From an optimization exercise on the open Yosys and OpenROAD flow, aimed at small area and a short achievable clock period; shortcuts taken in it are not production practice. No run shown here included a check of the RTL's function; only the layout flow was run. Power and IR drop assume default switching activity.

==> design.v <==
module pfc (
    input  wire        clk,
    input  wire        rst,
    input  wire        rx_valid,
    input  wire [7:0]  rx_data,
    input  wire        rx_closed,
    input  wire        tick,
    input  wire        h_we,
    input  wire        h_re,
    input  wire [7:0]  h_addr,
    input  wire [31:0] h_wdata,
    output reg  [31:0] h_rdata,
    output reg         o_raw_valid,
    output reg  [31:0] o_raw,
    output reg         o_ev_valid,
    output reg         o_ev_layout,
    output reg         o_ev_type,
    output reg  [1:0]  o_ev_code,
    output reg  [4:0]  o_ev_zone,
    output reg  [15:0] o_ev_key,
    output reg  [4:0]  o_ev_hours,
    output reg  [5:0]  o_ev_minutes,
    output reg         o_int_valid,
    output reg         o_int_kind,
    output reg  [15:0] o_int_chan,
    output reg  [15:0] o_int_payl,
    output reg  [5:0]  o_int_idx,
    output reg         o_timeout,
    output reg         o_part_valid,
    output reg  [1:0]  o_part_len,
    output reg  [23:0] o_part_bytes,
    output reg         o_fatal_valid,
    output reg  [1:0]  o_fatal_code,
    output wire [1:0]  o_run
);
    localparam integer N_RULES = 32;
    localparam [1:0] STARTING = 2'd0;
    localparam [1:0] RUNNING  = 2'd1;
    localparam [1:0] STOPPED  = 2'd2;
    reg  [1:0]  run;
    reg         stop_req;
    reg  [1:0]  cnt;
    reg  [7:0]  buf0, buf1, buf2;
    reg  [7:0]  tmo_cnt;
    reg         layout;
    reg  [7:0]  tmo_reload;
    reg  [N_RULES-1:0] cam_valid;
    reg  [15:0]        cam_key   [0:N_RULES-1];
    reg  [15:0]        cam_chan  [0:N_RULES-1];
    reg  [15:0]        cam_payl  [0:N_RULES-1];
    reg         m_hit;
    reg  [4:0]  m_idx;
    assign o_run = run;
    integer i;
    wire [15:0] lk_key = {buf0, buf1};
    reg  [N_RULES-1:0] eq;
    always @(*) begin
        for (i = 0; i < N_RULES; i = i + 1)
            eq[i] = cam_valid[i] && (cam_key[i] == lk_key);
    end
    reg        lk_hit;
    reg [4:0]  lk_idx;
    always @(*) begin
        lk_hit = 1'b0;
        lk_idx = 5'd0;
        for (i = N_RULES - 1; i >= 0; i = i - 1) begin
            if (eq[i]) begin
                lk_hit = 1'b1;
                lk_idx = i[4:0];
            end
        end
    end
    always @(posedge clk) begin
        m_hit <= lk_hit;
        m_idx <= lk_idx;
    end
    reg [15:0] hit_chan, hit_payl;
    always @(*) begin
        hit_chan = 16'd0;
        hit_payl = 16'd0;
        for (i = 0; i < N_RULES; i = i + 1) begin
            if (m_idx == i[4:0]) begin
                hit_chan = hit_chan | cam_chan[i];
                hit_payl = hit_payl | cam_payl[i];
            end
        end
    end
    wire [31:0] frame = {buf0, buf1, buf2, rx_data};
    wire [15:0] w0    = frame[31:16];
    wire [15:0] w1    = frame[15:0];
    wire        f_type    = w0[12];
    wire [1:0]  f_code    = w0[11:10];
    wire [4:0]  f_zone    = w0[8:4];
    wire [4:0]  f_hours   = w1[15:11];
    wire [5:0]  f_minutes = w1[9:4];
    wire zone_ok = (f_type == 1'b0) && (f_code[1] == 1'b0) &&
                   (f_zone != 5'd0) && (f_zone[4:3] == 2'd0 || f_zone == 5'd8);
    wire        rd_en   = h_re && !rst;
    wire        cam_sel = (h_addr[7:6] == 2'b01);
    wire [4:0]  rd_entry = h_addr[5:1];
    reg  [31:0] rd_cam;
    always @(*) begin
        rd_cam = 32'd0;
        for (i = 0; i < N_RULES; i = i + 1) begin
            if (rd_entry == i[4:0]) begin
                if (h_addr[0])
                    rd_cam = rd_cam | {cam_chan[i], cam_payl[i]};
                else
                    rd_cam = rd_cam | {cam_valid[i], 15'd0, cam_key[i]};
            end
        end
    end
    reg  [31:0] rd_reg;
    always @(*) begin
        case (h_addr[2:0])
            3'd1: rd_reg = {16'd0, tmo_cnt, 3'd0, stop_req, cnt, run};
            3'd2: rd_reg = {31'd0, layout};
            3'd3: rd_reg = {24'd0, tmo_reload};
            3'd4: rd_reg = {buf0, buf1, buf2, 8'd0};
            3'd5: rd_reg = 32'h00000420;
            default: rd_reg = 32'd0;
        endcase
    end
    wire low_sel = (h_addr[7:3] == 5'd0);
    reg  [1:0]  n_run;
    reg         n_stop_req;
    reg  [1:0]  n_cnt;
    reg  [7:0]  n_buf0, n_buf1, n_buf2;
    reg  [7:0]  n_tmo_cnt;
    always @(*) begin
        n_run      = run;
        n_stop_req = stop_req;
        n_cnt      = cnt;
        n_buf0     = buf0;
        n_buf1     = buf1;
        n_buf2     = buf2;
        n_tmo_cnt  = tmo_cnt;
        o_raw_valid   = 1'b0;
        o_raw         = 32'd0;
        o_ev_valid    = 1'b0;
        o_ev_layout   = 1'b0;
        o_ev_type     = 1'b0;
        o_ev_code     = 2'd0;
        o_ev_zone     = 5'd0;
        o_ev_key      = 16'd0;
        o_ev_hours    = 5'd0;
        o_ev_minutes  = 6'd0;
        o_int_valid   = 1'b0;
        o_int_kind    = 1'b0;
        o_int_chan    = 16'd0;
        o_int_payl    = 16'd0;
        o_int_idx     = 6'd0;
        o_timeout     = 1'b0;
        o_part_valid  = 1'b0;
        o_part_len    = 2'd0;
        o_part_bytes  = 24'd0;
        o_fatal_valid = 1'b0;
        o_fatal_code  = 2'd0;
        h_rdata = ({32{rd_en & cam_sel}} & rd_cam) | ({32{rd_en & low_sel}} & rd_reg);
        if (!rst) begin
            if (n_run == RUNNING && rx_valid) begin
                if (n_cnt == 2'd3) begin
                    o_raw_valid  = 1'b1;
                    o_raw        = frame;
                    o_ev_valid   = 1'b1;
                    o_ev_layout  = layout;
                    o_ev_hours   = f_hours;
                    o_ev_minutes = f_minutes;
                    if (layout == 1'b0) begin
                        o_ev_type = f_type;
                        o_ev_code = f_code;
                        o_ev_zone = f_zone;
                        if (zone_ok) begin
                            o_int_valid = 1'b1;
                            o_int_kind  = 1'b0;
                            o_int_chan  = {11'd0, f_zone};
                            o_int_payl  = {14'd0, f_code};
                            o_int_idx   = 6'd0;
                        end
                    end else begin
                        o_ev_key = w0;
                        if (m_hit) begin
                            o_int_valid = 1'b1;
                            o_int_kind  = 1'b1;
                            o_int_chan  = hit_chan;
                            o_int_payl  = hit_payl;
                            o_int_idx   = {1'b0, m_idx};
                        end
                    end
                    n_cnt  = 2'd0;
                    n_buf0 = 8'd0;
                    n_buf1 = 8'd0;
                    n_buf2 = 8'd0;
                    if (n_stop_req) begin
                        n_run      = STOPPED;
                        n_stop_req = 1'b0;
                        n_tmo_cnt  = 8'd0;
                    end else begin
                        n_tmo_cnt  = tmo_reload;
                    end
                end else begin
                    case (n_cnt)
                        2'd0:    n_buf0 = rx_data;
                        2'd1:    n_buf1 = rx_data;
                        default: n_buf2 = rx_data;
                    endcase
                    if (n_cnt == 2'd0)
                        n_tmo_cnt = tmo_reload;
                    n_cnt = n_cnt + 2'd1;
                end
            end
            if (n_run == RUNNING && rx_closed) begin
                if (n_cnt != 2'd0) begin
                    o_part_valid = 1'b1;
                    o_part_len   = n_cnt;
                    o_part_bytes = {n_buf0, n_buf1, n_buf2};
                end
                o_fatal_valid = 1'b1;
                o_fatal_code  = 2'd3;
                n_cnt      = 2'd0;
                n_buf0     = 8'd0;
                n_buf1     = 8'd0;
                n_buf2     = 8'd0;
                n_run      = STOPPED;
                n_stop_req = 1'b0;
                n_tmo_cnt  = 8'd0;
            end
            if (n_run == RUNNING && tick) begin
                if (n_tmo_cnt > 8'd1) begin
                    n_tmo_cnt = n_tmo_cnt - 8'd1;
                end else begin
                    if (n_cnt == 2'd0) begin
                        o_timeout = 1'b1;
                    end else begin
                        o_part_valid = 1'b1;
                        o_part_len   = n_cnt;
                        o_part_bytes = {n_buf0, n_buf1, n_buf2};
                    end
                    n_cnt  = 2'd0;
                    n_buf0 = 8'd0;
                    n_buf1 = 8'd0;
                    n_buf2 = 8'd0;
                    if (n_stop_req) begin
                        n_run      = STOPPED;
                        n_stop_req = 1'b0;
                        n_tmo_cnt  = 8'd0;
                    end else begin
                        n_tmo_cnt  = tmo_reload;
                    end
                end
            end
            if (h_we && h_addr == 8'h00) begin
                if (h_wdata[1]) begin
                    if (n_run == STARTING)
                        n_run = STOPPED;
                    else if (n_run == RUNNING)
                        n_stop_req = 1'b1;
                end else if (h_wdata[0]) begin
                    if (n_run == STARTING) begin
                        n_run     = RUNNING;
                        n_tmo_cnt = tmo_reload;
                    end
                end
            end
        end
    end
    wire cfg_we = h_we && (run == STARTING);
    always @(posedge clk) begin
        if (rst) begin
            run        <= STARTING;
            stop_req   <= 1'b0;
            cnt        <= 2'd0;
            buf0       <= 8'd0;
            buf1       <= 8'd0;
            buf2       <= 8'd0;
            tmo_cnt    <= 8'd0;
            layout     <= 1'b0;
            tmo_reload <= 8'd1;
        end else begin
            run        <= n_run;
            stop_req   <= n_stop_req;
            cnt        <= n_cnt;
            buf0       <= n_buf0;
            buf1       <= n_buf1;
            buf2       <= n_buf2;
            tmo_cnt    <= n_tmo_cnt;
            if (cfg_we && h_addr == 8'h02)
                layout <= h_wdata[0];
            if (cfg_we && h_addr == 8'h03)
                tmo_reload <= (h_wdata[7:0] == 8'd0) ? 8'd1 : h_wdata[7:0];
        end
    end
    wire [31:0] cam_wd  = h_wdata & {32{~rst}};
    wire        cam_we  = cfg_we && cam_sel;
    reg  [N_RULES-1:0] we_key, we_data;
    always @(*) begin
        for (i = 0; i < N_RULES; i = i + 1) begin
            we_key[i]  = rst | (cam_we && rd_entry == i[4:0] && !h_addr[0]);
            we_data[i] = rst | (cam_we && rd_entry == i[4:0] &&  h_addr[0]);
        end
    end
    integer k;
    always @(posedge clk) begin
        for (k = 0; k < N_RULES; k = k + 1) begin
            if (we_key[k]) begin
                cam_valid[k] <= cam_wd[31];
                cam_key[k]   <= cam_wd[15:0];
            end
            if (we_data[k]) begin
                cam_chan[k]  <= cam_wd[31:16];
                cam_payl[k]  <= cam_wd[15:0];
            end
        end
    end
endmodule
==> run.sh <==
#!/bin/bash
# synth_recipe.tcl (not shown) runs the flow's synth.tcl, then flattens the netlist and writes it again
# the make line also repeats each setting of config.mk as NAME=value (left out here)
make -C /OpenROAD-flow-scripts/flow DESIGN_CONFIG=/design/flow/config.mk WORK_HOME=/design/flow/orfs CLKGATE_MAP_FILE= SYNTH_SCRIPT=/design/flow/synth_recipe.tcl finish
==> config.mk <==
export PLATFORM = sky130hd
export DESIGN_NAME = pfc
export DESIGN_NICKNAME = pfc
export VERILOG_FILES = /design/flow/design.v
export SDC_FILE = /design/flow/constraint.sdc
export NUM_CORES = 4
export LEC_CHECK = 0
export CAP_MARGIN = 20
export CORE_MARGIN = 2
export CORE_UTILIZATION = 25
export PLACE_DENSITY = 0.3
export SLEW_MARGIN = 20
==> constraint.sdc <==
create_clock -name core_clock -period 12.0 [get_ports {clk}]
set_input_delay 2.4000 -clock core_clock [delete_from_list [all_inputs] [get_ports {clk}]]
set_output_delay 2.4000 -clock core_clock [all_outputs]
set_load 0.01 [all_outputs]
==> impl_metrics.env, run 1 <==
export IMPL_status="finished clean"
export IMPL_p_sw_mw=3.98
export IMPL_cts_sinks=1620
export IMPL_critPathMaxFanout=32
export IMPL_setup_tns_final_ps=0
export IMPL_yosysSeqAreaShare_pct=65.6
export IMPL_p_int_mw=10.5
export IMPL_via_count=60800
export IMPL_worstHoldStart="tmo_reload[6]$_SDFFE_PP0P_"
export IMPL_synth_warnings=4
export IMPL_finalHoldViolCount=0
export IMPL_report_final_slew_viol_count=0
export IMPL_fin_crit_sh_pct=85.0
export IMPL_root_buffer="clkbuf_16"
export IMPL_die_w_um=546
export IMPL_dieArea_mm2=0.298
export IMPL_grt_ovfl_total=0
export IMPL_syn_area_mm2=0.0733
export IMPL_synthArstFlopShare_pct=0
export IMPL_drive_gt1_share_pct=13.0
export IMPL_grt_pass1_vias=57200
export IMPL_crit_slowest_cell="buf_4"
export IMPL_synth_edf_count=1568
export IMPL_syn_nets=5457
export IMPL_startpoint="h_addr[4]"
export IMPL_reg2reg_depth=9
export IMPL_core_mm2=0.291
export IMPL_worstPathRequired_ps=9600
export IMPL_worst_path_most_repeated_cell="a222oi_1"
export IMPL_slew_headroom_pct=12.4
export IMPL_fin_skew_ps=74.7
export IMPL_cts_tree="done"
export IMPL_io_buffers=228
export IMPL_power_frac_comb_pct=7.7
export IMPL_cts_made_buffers=199
export IMPL_p_sw_share_pct=27.5
export IMPL_grt_pass1_wl_um=654000
export IMPL_wl_per_cell_um=53.4
export IMPL_p_leak_nw=28.4
export IMPL_crit_chain="buf_2 > or3b_1 > nor2_4 > buf_4 > a222oi_1 > nand3_1 > a222oi_1 > o21a_1 > o21ai_1 > clkdlybuf4s50_1"
export IMPL_reg2reg_from="buf1[6]$_SDFF_PP0_"
export IMPL_tightest_slew_ps=1310
export IMPL_antenna_found_initial=66
export IMPL_synth_ff_type="edfxtp_1"
export IMPL_postCtsSetupRepairBufs=0
export IMPL_ant_nets=0
export IMPL_r2r_slack_ps=7130
export IMPL_grt_max_degree=75
export IMPL_syn2layout_area_growth_pct=20.3
export IMPL_rr_endpoint="m_idx[2]$_SDFF_PP0_"
export IMPL_viasPerCell=6.24
export IMPL_clk_latency_ps=940
export IMPL_hp_class="flop to flop"
export IMPL_ir_worst_vdd_mv=0.126
export IMPL_drv_cap=0
export IMPL_cts_repair_resized=0
export IMPL_cts_buffer_depth=4
export IMPL_gp_congestion=0.950
export IMPL_cp_arrival_ps=7800
export IMPL_postRouteWirelength_um=521000
export IMPL_grt_util_all_layers_pct=33.8
export IMPL_cpPeakStageDelay_ps=990
export IMPL_fin_crit_ps=10200
export IMPL_maxClockFrequency_mhz=98.0
export IMPL_critPathCaptureType="output pin"
export IMPL_critPathKind="primary input to output pin"
export IMPL_start_util_pct=25.2
export IMPL_ys_ff_latch=1620
export IMPL_htreeDepth=4
export IMPL_num_rows=198
export IMPL_syn_instance_count=5397
export IMPL_drc_errors=0
export IMPL_pin_count=230
export IMPL_seq_power_share_pct=49.6
export IMPL_drtIter0Drc=10500
export IMPL_fin_util_pct=30.3
export IMPL_power_density_mw_per_mm2=164
export IMPL_first_pass_iters=11
export IMPL_clkPwrFrac_pct=42.7
export IMPL_clkSlewWorstSetupHoldPaths_ps=60
export IMPL_nets=5727
export IMPL_rsz0062_at_grt="no"
export IMPL_synth_avg_cell_area_um2=13.6
export IMPL_hold_buffers=0
export IMPL_place_hpwl_um=333000
export IMPL_finalSetupViolCount=0
export IMPL_endpoint="h_rdata[6]"
export IMPL_cp_start_kind="primary input"
export IMPL_fp_dieH_um=546
export IMPL_synth_cell_types=80
sequential cells by signal, summed over array words and instances (netlist names):
| register | cells |
|---|---|
| buf0 | 8 |
| buf1 | 8 |
| buf2 | 8 |
| cam_chan | 512 |
| cam_key | 512 |
| cam_payl | 512 |
| cam_valid | 32 |
| cnt | 2 |
| layout | 1 |
| m_hit | 1 |
| m_idx | 5 |
| run | 2 |
| stop_req | 1 |
| tmo_cnt | 8 |
| tmo_reload | 8 |
power by group through the flow:
stage	logic (mW)	clock network, mW	registers [mW]
after floorplan	0.440	0	7.01
after global placement	1.09	0	7.31
after detailed placement	1.08	0	7.28
after CTS	1.08	6.22	7.17
after global routing	1.11	6.41	7.20
final	1.11	6.18	7.19
cell usage after synthesis (all sizes together) (9+ instances only):
cell    count  area [um2]
nor2b      61         382
or2        12        75.1
nor4       86         584
a211oi     13        97.6
a222oi     99         991
a31oi      20         125
a22o      195        1710
inv        16        60.1
o31ai       9        67.6
nand2     344        1290
o22ai      39         244
a221oi    225        1970
o221ai     13         114
dfxtp      52        1040
buf       170         946
a21oi      86         430
nor3       64         330
o21ai      51         255
xnor2     339        2970
nand4     200        1250
a22oi     637        4780
nand3     167         836
nand3b     10        75.1
clkbuf    244         916
mux2i      53         531
and3       62         388
xor2      174        1520
edfxtp   1568       47100
mux2       26         293
nand2b      9        56.3
nor2      220         831
and2       31         194
kinds of logic after synthesis:
logic type	synth area share (%)
multiplexers	1.12
AO/OA/AOI/OAI	15.5
other	0.00511
adder cells (fa/ha/maj)	0.0853
XOR/XNOR	6.13
buffers and inverters	2.63
flip-flops	65.6
AND/OR/NAND/NOR	8.89
worst min-delay path by stage:
stage | end | slack (ps) | cells past startpoint
6_report | tmo_cnt[6]$_SDFF_PP0_ | 630 | 2
5_1_grt | tmo_cnt[6]$_SDFF_PP0_ | 670 | 2
4_1_cts | tmo_reload[3]$_SDFFE_PP0P_ | 630 | 2
2_1_floorplan | tmo_cnt[6]$_SDFF_PP0_ | 470 | 2
3_5_place_dp | tmo_reload[3]$_SDFFE_PP0P_ | 610 | 2
3_3_place_gp | tmo_reload[3]$_SDFFE_PP0P_ | 620 | 2
cells in the final DEF (no fill, tap or decap), drive strengths merged, types with 200 or more instances in the layout:
cell type      instances
edfxtp              1568
clkdlybuf4s50        221
a221oi               225
a22oi                637
xnor2                339
nand2                344
nor2                 220
nand4                200
clkbuf               245
buf                  262
routing by layer:
| layer | vias to the layer above | wire (um) | track usage (%) | part of all wire (%) |
|---|---|---|---|---|
| li1 | 22500 | - | - | - |
| met2 | 4615 | 234000 | 52.6 | 45 |
| met1 | 32500 | 210000 | 44.4 | 40 |
| met4 | 18 | 32700 | 18.1 | 6.3 |
| met5 | - | 118 | 0 | 0.023 |
| met3 | 1148 | 44000 | 6.21 | 8.4 |
layout make-up:
type	instances	area, um2
clock inverter	114	1010
timing repair buffer	483	4240
tap	3900	4880
multi-input combinational	3346	24400
fill	29400	203000
clock buffer	245	5360
antenna	26	65.1
inverter	17	68.8
sequential	1620	48200
worst max-delay path: cells and delay by family:
family / cells / cell delay, ps
simple gates: 3 / 1740
buf+inv: 3 / 2340
compound gates: 4 / 1210
through the flow:
stage / hold WS (ps) / power, mW / setup slack, ps / std cells / instance area [um2]
3_5_place_dp: 613 / 8.36 / 2000 / 9366 / 81700
5_1_grt: 666 / 14.7 / 1870 / 9731 / 88200
4_1_cts: 630 / 14.5 / 1980 / 9725 / 88100
6_report: 629 / 14.5 / 1800 / 9751 / 88200
2_1_floorplan: 474 / 7.45 / 4920 / 5397 / 73300
3_3_place_gp: 619 / 8.39 / 1360 / 9362 / 81600
==> run 2, diff against run 1 <==
--- a/design.v
+++ b/design.v
@@ -44,84 +44,66 @@
     reg  [7:0]  tmo_cnt;
     reg         layout;
     reg  [7:0]  tmo_reload;
-    reg  [N_RULES-1:0] cam_valid;
+    reg                cam_valid [0:N_RULES-1];
     reg  [15:0]        cam_key   [0:N_RULES-1];
     reg  [15:0]        cam_chan  [0:N_RULES-1];
     reg  [15:0]        cam_payl  [0:N_RULES-1];
-    reg         m_hit;
-    reg  [4:0]  m_idx;
     assign o_run = run;
-    integer i;
-    wire [15:0] lk_key = {buf0, buf1};
-    reg  [N_RULES-1:0] eq;
-    always @(*) begin
-        for (i = 0; i < N_RULES; i = i + 1)
-            eq[i] = cam_valid[i] && (cam_key[i] == lk_key);
-    end
-    reg        lk_hit;
-    reg [4:0]  lk_idx;
-    always @(*) begin
-        lk_hit = 1'b0;
-        lk_idx = 5'd0;
-        for (i = N_RULES - 1; i >= 0; i = i - 1) begin
-            if (eq[i]) begin
-                lk_hit = 1'b1;
-                lk_idx = i[4:0];
-            end
-        end
-    end
-    always @(posedge clk) begin
-        m_hit <= lk_hit;
-        m_idx <= lk_idx;
-    end
-    reg [15:0] hit_chan, hit_payl;
-    always @(*) begin
-        hit_chan = 16'd0;
-        hit_payl = 16'd0;
-        for (i = 0; i < N_RULES; i = i + 1) begin
-            if (m_idx == i[4:0]) begin
-                hit_chan = hit_chan | cam_chan[i];
-                hit_payl = hit_payl | cam_payl[i];
-            end
-        end
-    end
     wire [31:0] frame = {buf0, buf1, buf2, rx_data};
     wire [15:0] w0    = frame[31:16];
+    /*verilator lint_off UNUSEDSIGNAL*/
     wire [15:0] w1    = frame[15:0];
+    /*verilator lint_on UNUSEDSIGNAL*/
     wire        f_type    = w0[12];
     wire [1:0]  f_code    = w0[11:10];
     wire [4:0]  f_zone    = w0[8:4];
     wire [4:0]  f_hours   = w1[15:11];
     wire [5:0]  f_minutes = w1[9:4];
-    wire zone_ok = (f_type == 1'b0) && (f_code[1] == 1'b0) &&
-                   (f_zone != 5'd0) && (f_zone[4:3] == 2'd0 || f_zone == 5'd8);
-    wire        rd_en   = h_re && !rst;
-    wire        cam_sel = (h_addr[7:6] == 2'b01);
-    wire [4:0]  rd_entry = h_addr[5:1];
-    reg  [31:0] rd_cam;
-    always @(*) begin
-        rd_cam = 32'd0;
-        for (i = 0; i < N_RULES; i = i + 1) begin
-            if (rd_entry == i[4:0]) begin
-                if (h_addr[0])
-                    rd_cam = rd_cam | {cam_chan[i], cam_payl[i]};
-                else
-                    rd_cam = rd_cam | {cam_valid[i], 15'd0, cam_key[i]};
+    wire zone_ok = (f_type == 1'b0) && (f_code <= 2'd1) &&
+                   (f_zone >= 5'd1) && (f_zone <= 5'd8);
+    reg         cam_hit;
+    reg  [5:0]  cam_idx;
+    reg  [15:0] cam_hit_chan;
+    reg  [15:0] cam_hit_payl;
+    integer     i;
+    always @(*) begin
+        cam_hit      = 1'b0;
+        cam_idx      = 6'd0;
+        cam_hit_chan = 16'd0;
+        cam_hit_payl = 16'd0;
+        for (i = N_RULES - 1; i >= 0; i = i - 1) begin
+            if (cam_valid[i] && (cam_key[i] == w0)) begin
+                cam_hit      = 1'b1;
+                cam_idx      = i[5:0];
+                cam_hit_chan = cam_chan[i];
+                cam_hit_payl = cam_payl[i];
             end
         end
     end
-    reg  [31:0] rd_reg;
-    always @(*) begin
-        case (h_addr[2:0])
-            3'd1: rd_reg = {16'd0, tmo_cnt, 3'd0, stop_req, cnt, run};
-            3'd2: rd_reg = {31'd0, layout};
-            3'd3: rd_reg = {24'd0, tmo_reload};
-            3'd4: rd_reg = {buf0, buf1, buf2, 8'd0};
-            3'd5: rd_reg = 32'h00000420;
-            default: rd_reg = 32'd0;
-        endcase
+    /*verilator lint_off UNUSEDSIGNAL*/
+    wire [7:0] cam_off  = h_addr - 8'h40;
+    /*verilator lint_on UNUSEDSIGNAL*/
+    wire       cam_sel  = (h_addr >= 8'h40) && (h_addr < 8'h80);
+    wire [4:0] rd_entry = cam_off[5:1];
+    reg  [31:0] rd_value;
+    always @(*) begin
+        rd_value = 32'd0;
+        if (cam_sel) begin
+            if (h_addr[0] == 1'b0)
+                rd_value = {cam_valid[rd_entry], 15'd0, cam_key[rd_entry]};
+            else
+                rd_value = {cam_chan[rd_entry], cam_payl[rd_entry]};
+        end else begin
+            case (h_addr)
+                8'h01: rd_value = {16'd0, tmo_cnt, 3'd0, stop_req, cnt, run};
+                8'h02: rd_value = {31'd0, layout};
+                8'h03: rd_value = {24'd0, tmo_reload};
+                8'h04: rd_value = {buf0, buf1, buf2, 8'd0};
+                8'h05: rd_value = 32'h00000400 | N_RULES;
+                default: rd_value = 32'd0;
+            endcase
+        end
     end
-    wire low_sel = (h_addr[7:3] == 5'd0);
     reg  [1:0]  n_run;
     reg         n_stop_req;
     reg  [1:0]  n_cnt;
@@ -156,8 +138,10 @@
         o_part_bytes  = 24'd0;
         o_fatal_valid = 1'b0;
         o_fatal_code  = 2'd0;
-        h_rdata = ({32{rd_en & cam_sel}} & rd_cam) | ({32{rd_en & low_sel}} & rd_reg);
+        h_rdata       = 32'd0;
         if (!rst) begin
+            if (h_re)
+                h_rdata = rd_value;
             if (n_run == RUNNING && rx_valid) begin
                 if (n_cnt == 2'd3) begin
                     o_raw_valid  = 1'b1;
@@ -179,12 +163,12 @@
                         end
                     end else begin
                         o_ev_key = w0;
-                        if (m_hit) begin
+                        if (cam_hit) begin
                             o_int_valid = 1'b1;
                             o_int_kind  = 1'b1;
-                            o_int_chan  = hit_chan;
-                            o_int_payl  = hit_payl;
-                            o_int_idx   = {1'b0, m_idx};
+                            o_int_chan  = cam_hit_chan;
+                            o_int_payl  = cam_hit_payl;
+                            o_int_idx   = cam_idx;
                         end
                     end
                     n_cnt  = 2'd0;
@@ -290,25 +274,22 @@
                 tmo_reload <= (h_wdata[7:0] == 8'd0) ? 8'd1 : h_wdata[7:0];
         end
     end
-    wire [31:0] cam_wd  = h_wdata & {32{~rst}};
-    wire        cam_we  = cfg_we && cam_sel;
-    reg  [N_RULES-1:0] we_key, we_data;
-    always @(*) begin
-        for (i = 0; i < N_RULES; i = i + 1) begin
-            we_key[i]  = rst | (cam_we && rd_entry == i[4:0] && !h_addr[0]);
-            we_data[i] = rst | (cam_we && rd_entry == i[4:0] &&  h_addr[0]);
-        end
-    end
     integer k;
     always @(posedge clk) begin
         for (k = 0; k < N_RULES; k = k + 1) begin
-            if (we_key[k]) begin
-                cam_valid[k] <= cam_wd[31];
-                cam_key[k]   <= cam_wd[15:0];
-            end
-            if (we_data[k]) begin
-                cam_chan[k]  <= cam_wd[31:16];
-                cam_payl[k]  <= cam_wd[15:0];
+            if (rst) begin
+                cam_valid[k] <= 1'b0;
+                cam_key[k]   <= 16'd0;
+                cam_chan[k]  <= 16'd0;
+                cam_payl[k]  <= 16'd0;
+            end else if (cfg_we && cam_sel && rd_entry == k[4:0]) begin
+                if (h_addr[0] == 1'b0) begin
+                    cam_valid[k] <= h_wdata[31];
+                    cam_key[k]   <= h_wdata[15:0];
+                end else begin
+                    cam_chan[k]  <= h_wdata[31:16];
+                    cam_payl[k]  <= h_wdata[15:0];
+                end
             end
         end
     end
==> run 2 against run 1 <==
Still clean on timing, DRC and antenna. Cell count rose by 63%. Sequential power decreased by 25%. Largest cell class is now multi-input gates. Synthesized cell count up 110%. Critical endpoint is now h_rdata[12]. Global-route usage up 9.8 points. Design area is 13% higher. Synthesized area increased by 14%. Highest routed layer unchanged. Critical path type unchanged.
==> impl_metrics.env, run 2 <==
export IMPL_status="finished clean"
export IMPL_die_w_um=583
export IMPL_nets=11400
export IMPL_dp_cells=15500
export IMPL_grt_util_all_layers_pct=43.6
export IMPL_synth_area_leader_cell="dfxtp_1"
export IMPL_pin_count=230
export IMPL_synth_cell_types=86
export IMPL_synth_ff_type="dfxtp_1"
export IMPL_grt_pass1_wl_um=977000
export IMPL_fp_dieH_um=583
export IMPL_drc_errors=0
export IMPL_syn_nets=11600
export IMPL_yosys_cell_count_top_type="nand2_1"
export IMPL_drtIter0Drc=14800
export IMPL_ys_ff_latch=1614
export IMPL_cts_sinks=1614
export IMPL_report_final_slew_viol_count=0
export IMPL_p_leak_nw=33.4
export IMPL_finalSetupViolCount=0
export IMPL_cts_tree="done"
export IMPL_htreeDepth=4
export IMPL_layout_common_cells="nand2_1 (3492), a21oi_1 (1808), dfxtp_1 (1598)"
export IMPL_worstHoldStart="cam_payl[23][0]$_SDFFE_PP0P_"
export IMPL_critPathKind="primary input to output pin"
export IMPL_start_util_pct=25.1
export IMPL_synth_avg_cell_area_um2=7.27
export IMPL_finalHoldViolCount=0
export IMPL_critPathMaxFanout=28
export IMPL_final_common_cell="nand2_1"
export IMPL_synthArstFlopShare_pct=0
export IMPL_hold_depth=2
export IMPL_setup_tns_final_ps=0
export IMPL_yosysSeqAreaShare_pct=38.5
export IMPL_maxClockFrequency_mhz=90.0
export IMPL_synthTopCellsByCount="nand2_1 (3532), a21oi_1 (1808), dfxtp_1 (1614)"
export IMPL_cts_repair_resized=0
export IMPL_drv_cap=0
export IMPL_cts_made_buffers=213
export IMPL_cp_arrival_ps=8710
export IMPL_min_to="cam_payl[23][0]$_SDFFE_PP0P_"
export IMPL_reg2reg_depth=10
export IMPL_ir_worst_vdd_mv=0.103
export IMPL_worstPathRequired_ps=9600
export IMPL_reg2reg_from="cnt[0]$_SDFF_PP0_"
export IMPL_first_pass_iters=9
export IMPL_synth_area_top_cells="dfxtp_1 (38%), nand2_1 (16%), a21oi_1 (11%)"
export IMPL_synth_top_area_share_pct=38.5
export IMPL_num_rows=212
export IMPL_grt_pass1_vias=91000
export IMPL_antenna_found_initial=105
export IMPL_tightest_slew_ps=1300
export IMPL_syn_area_mm2=0.0839
export IMPL_rr_endpoint="cnt[0]$_SDFF_PP0_"
export IMPL_dieArea_mm2=0.340
export IMPL_grt_ovfl_total=0
export IMPL_postRouteWirelength_um=771000
export IMPL_fin_crit_sh_pct=92.6
export IMPL_ant_nets=0
export IMPL_stdcell_count=15900
export IMPL_fin_crit_ps=11110
export IMPL_syn2layout_area_growth_pct=18.2
export IMPL_root_buffer="clkbuf_16"
export IMPL_cts_buffer_depth=4
export IMPL_synth_edf_count=0
export IMPL_clk_latency_ps=980
export IMPL_core_mm2=0.334
export IMPL_power_density_mw_per_mm2=131
export IMPL_postCtsSetupRepairBufs=0
export IMPL_place_hpwl_um=525000
export IMPL_hold_buffers=0
export IMPL_clkSlewWorstSetupHoldPaths_ps=60
export IMPL_hp_class="flop to flop"
export IMPL_critPathCaptureType="output pin"
export IMPL_viasPerCell=6.23
export IMPL_largestRegisters="cam_chan: 512 flops, cam_key: 512 flops, cam_payl: 512 flops"
export IMPL_synth_warnings=5
export IMPL_rsz0062_at_grt="no"
export IMPL_syn_instance_count=11500
export IMPL_grt_max_degree=183
export IMPL_cp_start_kind="primary input"
export IMPL_drive_gt1_share_pct=9.48
export IMPL_fin_skew_ps=54.1
export IMPL_slew_headroom_pct=13.6
export IMPL_wl_per_cell_um=48.4
export IMPL_gp_congestion=0.989
export IMPL_r2r_slack_ps=7670
export IMPL_via_count=99400
export IMPL_io_buffers=228
run 2: worst max-delay path: stages:
cell and delay, ps:
clkdlybuf4s50_1 710, buf_4 340, nor2b_1 390, nand2_1 650, nor2_4 910, buf_12 440
a221oi_1 180, o2111ai_1 120, o221ai_1 510, o21ai_1 920, a222oi_1 240, nor2_1 220
clkdlybuf4s50_1 580
run 2: layout make-up:
cell class / instances / area (um2)
multi-input combinational: 8772 / 47900
fill: 36000 / 235000
clock buffer: 314 / 6300
tap: 4387 / 5490
clock inverter: 76 / 1070
timing repair buffer: 660 / 5770
inverter: 46 / 174
antenna: 73 / 183
sequential: 1614 / 32400
run 2: worst max-delay path by stage:
| stage | endpoint | slack [ps] | from | depth (start not counted) |
|---|---|---|---|---|
| 6_report | h_rdata[12] | 890 | h_addr[2] | 13 |
| 5_1_grt | h_rdata[12] | 1070 | h_addr[2] | 13 |
| 4_1_cts | h_rdata[14] | 1150 | h_addr[2] | 13 |
| 3_5_place_dp | h_rdata[14] | 1150 | h_addr[2] | 13 |
| 3_3_place_gp | h_rdata[14] | 1220 | h_addr[2] | 13 |
| 2_1_floorplan | o_part_bytes[13] | 4320 | rx_valid | 14 |
run 2: stage by stage:
step / cell area [um2] / hold slack, ps / utilization (%) / power, mW / setup slack [ps]
6_report: 99300 / 457 / 29.7 / 13.0 / 887
5_1_grt: 99100 / 483 / 29.7 / 13.3 / 1070
3_3_place_gp: 91500 / 446 / 27.4 / 6.08 / 1220
4_1_cts: 99100 / 460 / 29.7 / 13.1 / 1150
2_1_floorplan: 83900 / 436 / - / 5.73 / 4320
3_5_place_dp: 91700 / 452 / 27.5 / 6.08 / 1150
run 2: logic make-up (layout without fill, tap and decap cells):
group	Yosys count	after routing	share of synthesized area (%)
AO/OA/AOI/OAI	3427	3427	25.6
XOR/XNOR	510	510	5.33
adder cells (fa/ha/maj)	5	5	0.0745
buffers and inverters	1158	1096	5.71
flip-flops	1614	1614	38.5
multiplexers	168	168	2.03
other	1	74	0.00447
AND/OR/NAND/NOR	4661	4661	22.7
run 2: metal layers:
| layer | vias up | wire [um] | track usage (%) |
|---|---|---|---|
| met5 | - | 240 | 0 |
| met4 | 34 | 83100 | 39.6 |
| met3 | 2424 | 70800 | 11.1 |
| met2 | 7194 | 328000 | 65.7 |
| met1 | 49900 | 289000 | 50.8 |
| li1 | 39800 | - | - |
run 2: power breakdown:
group | switching (mW) | internal, mW
registers | 0.0122 | 5.36
clock network | 2.91 | 4.14
logic | 0.526 | 0.0881
total | 3.45 | 9.59

[afterwards: timing with drivers on the ports]
Ports are ideal in the flow. The routed layouts listed here were re-timed in OpenROAD.
Step 1 assumes that a clkbuf_16 drives the clock port and a buf_2 every other input.
Step 2 moves the port delays by t, midway between the first and last clock arrival at a register: inputs arrive t later, outputs are due t later. That takes back most of the time a late clock gives input paths.
Slacks: ideal / step 1 / step 2; pairs: ideal / step 1.
run | t, ns | setup WS [ns] | worst setup path at the end | pins driven straight from the clock port
run 1 | 1.002 | 1.798 / 1.772 / 1.772 | input to output | 1
run 2 | 1.064 | 0.887 / 0.857 / 0.857 | input to output | 1
After both steps every run listed still meets setup and hold. The setup slack of run 2, which loses most, moves by -0.030 ns with the drivers and by -0.030 ns with both steps.
